Background: an optimization exercise with open tools, aiming at small area, a short achievable clock period and few clock cycles. Do not read the settings as production practice. In this exercise RTL edits were held to simulation tests only and were not proved equivalent to the original. Power is estimated from default activity; no workload was simulated.

Setup of exp/raven:
## bilinear_scaler
module bilinear_scaler (
    input  wire        clk,
    input  wire        rst,
    input  wire        start,
    input  wire        ch4,
    input  wire [15:0] src_addr,
    input  wire [15:0] dst_addr,
    input  wire [11:0] old_w,
    input  wire [11:0] old_h,
    input  wire [11:0] new_w,
    input  wire [11:0] new_h,
    output reg         busy,
    output reg         done,
    output reg         error,
    output reg         mem_valid,
    output reg         mem_we,
    output reg  [15:0] mem_addr,
    output reg  [7:0]  mem_wdata,
    input  wire        mem_ready,
    input  wire [7:0]  mem_rdata
);
    reg        c4;
    reg [11:0] ow, oh;           
    reg [11:0] nw, nh;
    reg [13:0] dnw, dnh;         
    reg [15:0] stride;           
    reg [23:0] den;              
    reg [25:0] den3;             
    reg        fetching;         
    reg [12:0] rx, ry;           
    reg [15:0] pa;               
  ...
Size in the first run: ~6200 cells after synthesis, roughly 690 flip-flops, about 120 I/O pins.
Settings: LEC_CHECK=0, CAP_MARGIN=20, CORE_MARGIN=2, CORE_UTILIZATION=40, SLEW_MARGIN=20; clock period 13.0 ns.
run.sh (not shown) runs the stock make flow with config.mk's settings and CLKGATE_MAP_FILE= SYNTH_SCRIPT=/design/flow/synth_recipe.tcl, a recipe that flattens the netlist after the stock synthesis.
Testbench counts of exp/raven, summed over its fixed seeds: cycles 105,048.
Setup changes, exp/raven to exp/harbor
--- a/flow/design.v
+++ b/flow/design.v
@@ -134,15 +134,15 @@
     wire [7:0]  n1_l = {d1_l[5:0], !t1b[26], !t1c[26] | (!t1a[26] & t1b[26])};
     wire       res0 = d0_sv[3];
     wire       res1 = d1_sv[3];
     wire       res_now = res0 || res1;
     wire [7:0] res_q = res0 ? (d0_triv ? d0_l : n0_l) : (d1_triv ? d1_l : n1_l);
     wire       res_lch = res0 ? d0_lch : d1_lch;
     wire push_now = res_now || (issue && byp_ok);
-    wire wr_now = (qn != 2'd0) && (!rd_place || qn == 2'd2 || (qn == 2'd1 && (res_now || byp_ok)));
+    wire wr_now = (qn != 2'd0) && (!rd_place || qn == 2'd2);
     wire [7:0] push_q   = res_now ? res_q : ia;
     wire       push_lch = res_now ? res_lch : last_px;
     always @(posedge clk) begin
         if (rst) begin
             busy      <= 1'b0;
             done      <= 1'b0;
             error     <= 1'b0;
Notes after the runs:
exp/harbor completed end to end with timing, DRC and antenna clean. Run comparison: exp/harbor cell with the biggest individual delay on the critical path nor4_1; exp/raven cell with the biggest individual delay on the critical path nand2_1. Summary of exp/harbor over exp/raven: synthesized cell count lost 0.39%, net switching power figure picked up an extra about 0.5%, share of the synthesized area in compound gates (AO/OA/AOI/OAI) picked up an extra 0.54 points, highest achievable clock rate lost about 5.7%, number of nets with antenna violations after detailed routing neither gained nor lost much. The layout cell share with drive strength beyond 1 of exp/raven and that of exp/harbor are within noise of each other. Top layer used by detailed routing = met5: exp/harbor; top layer used by detailed routing = met4: exp/raven.
Testbench counts of exp/harbor, summed over its fixed seeds: cycles 102,712.


bilinear_scaler, a different RTL version from the one above (not shown whole).
For scale: about 6,400 cells after synthesis, about 120 I/O pins, roughly 0.061 sq mm of cells after synthesis.
export LEC_CHECK = 0
export CAP_MARGIN = 20
export CORE_MARGIN = 2
export CORE_UTILIZATION = 40
export SLEW_MARGIN = 20
create_clock -name core_clock -period 13.0 [get_ports {clk}]
The first run ran to the end with no violations.
Testbench counts at the start, summed over its fixed seeds: cycles 102,712.
Change:
--- a/flow/design.v
+++ b/flow/design.v
@@ -65,12 +65,16 @@
     reg        q0_lch, q1_lch;
     wire adv   = !mem_valid || mem_ready;
     wire rd_ok = mem_valid && !mem_we;
     reg         xnorm, ynorm, xi, yi;
     wire [12:0] rxn = rx - {1'b0, nw};
     wire [12:0] ryn = ry - {1'b0, nh};
+    wire [13:0] rxn2c = {1'b0, rx} - {1'b0, nw, 1'b0};
+    wire        xn2 = !rxn2c[13];
+    wire [12:0] rxn2 = rxn2c[12:0];
+    wire [15:0] cval2 = c4 ? 16'd8 : 16'd6;
     wire        triv = !xi && !yi;
     wire [11:0] nrx = nw - rx[11:0];
     wire [11:0] nry = nh - ry[11:0];
     wire [1:0]  cn1 = c4 ? 2'd3 : 2'd2;
     wire [15:0] cval = c4 ? 16'd4 : 16'd3;
     wire va = par ? vt1 : vt0;
@@ -371,12 +375,18 @@
                         yi  <= 1'b0;
                         sch <= sch + 16'd1;
                         row <= sch + 16'd1;
                         pa  <= sch + 16'd1;
                     end
                 end
+            end else if (fetching && xnorm && xn2) begin
+                rx  <= rxn2;
+                xnorm <= (rxn2 >= {1'b0, nw});
+                xi  <= (rxn2 != 13'd0);
+                pa  <= pa + cval2;
+                vt0 <= 1'b0; vb0 <= 1'b0; vt1 <= 1'b0; vb1 <= 1'b0;
             end else if (fetching && xnorm) begin
                 rx  <= rxn;
                 xnorm <= (rxn >= {1'b0, nw});
                 xi  <= (rxn != 13'd0);
                 pa  <= pa + cval;
                 par <= !par;
What happened: The changed run produced a clean layout; global-route usage grows by 0.66 points; die area grows by 2.2%; clock skew shrinks by 0.013 ns; maximum frequency shrinks by 7.9%; design area grows by 2.1%; synthesized area grows by 2.2%; power shrinks by 0.41%; first-iteration DRC count grows by 19%; critical path depth shrinks by 3.
Testbench counts after the change, summed over its fixed seeds: cycles 101,240.

afterwards: timing with drivers on the ports:
How much do the figures lean on ideal ports? The routed layouts below were timed once more, with nothing changed but the port constraints. Step 1: set_driving_cell puts a clkbuf_16 on clk and a buf_2 on each other input, an assumption about the parent block. Step 2 also shifts input and output timing later by t, the mid clock arrival at the registers, as if the neighbouring blocks saw the same clock. Three values: ideal, step 1, step 2; two values: the first two.
run	t, ns	setup slack, ns	hold slack, ns	worst setup path after step 2	cell pins on the clock port's net
exp/raven	0.769	7.734 / 7.734 / 7.507	0.416 / 0.416 / 0.416	input to register	1
exp/harbor	0.780	7.418 / 7.418 / 7.391	0.416 / 0.416 / 0.416	input to register	1
the first run of note 2	0.754	7.947 / 7.938 / 7.185	0.414 / 0.414 / 0.414	input to register	1
the second run of note 2	0.770	7.515 / 7.481 / 6.711	0.411 / 0.411 / 0.411	input to register	1
After both steps setup and hold are still met in every run listed. For the second run of note 2, which loses most, drivers alone change the setup slack by -0.034 ns; drivers and shift together by -0.804 ns.
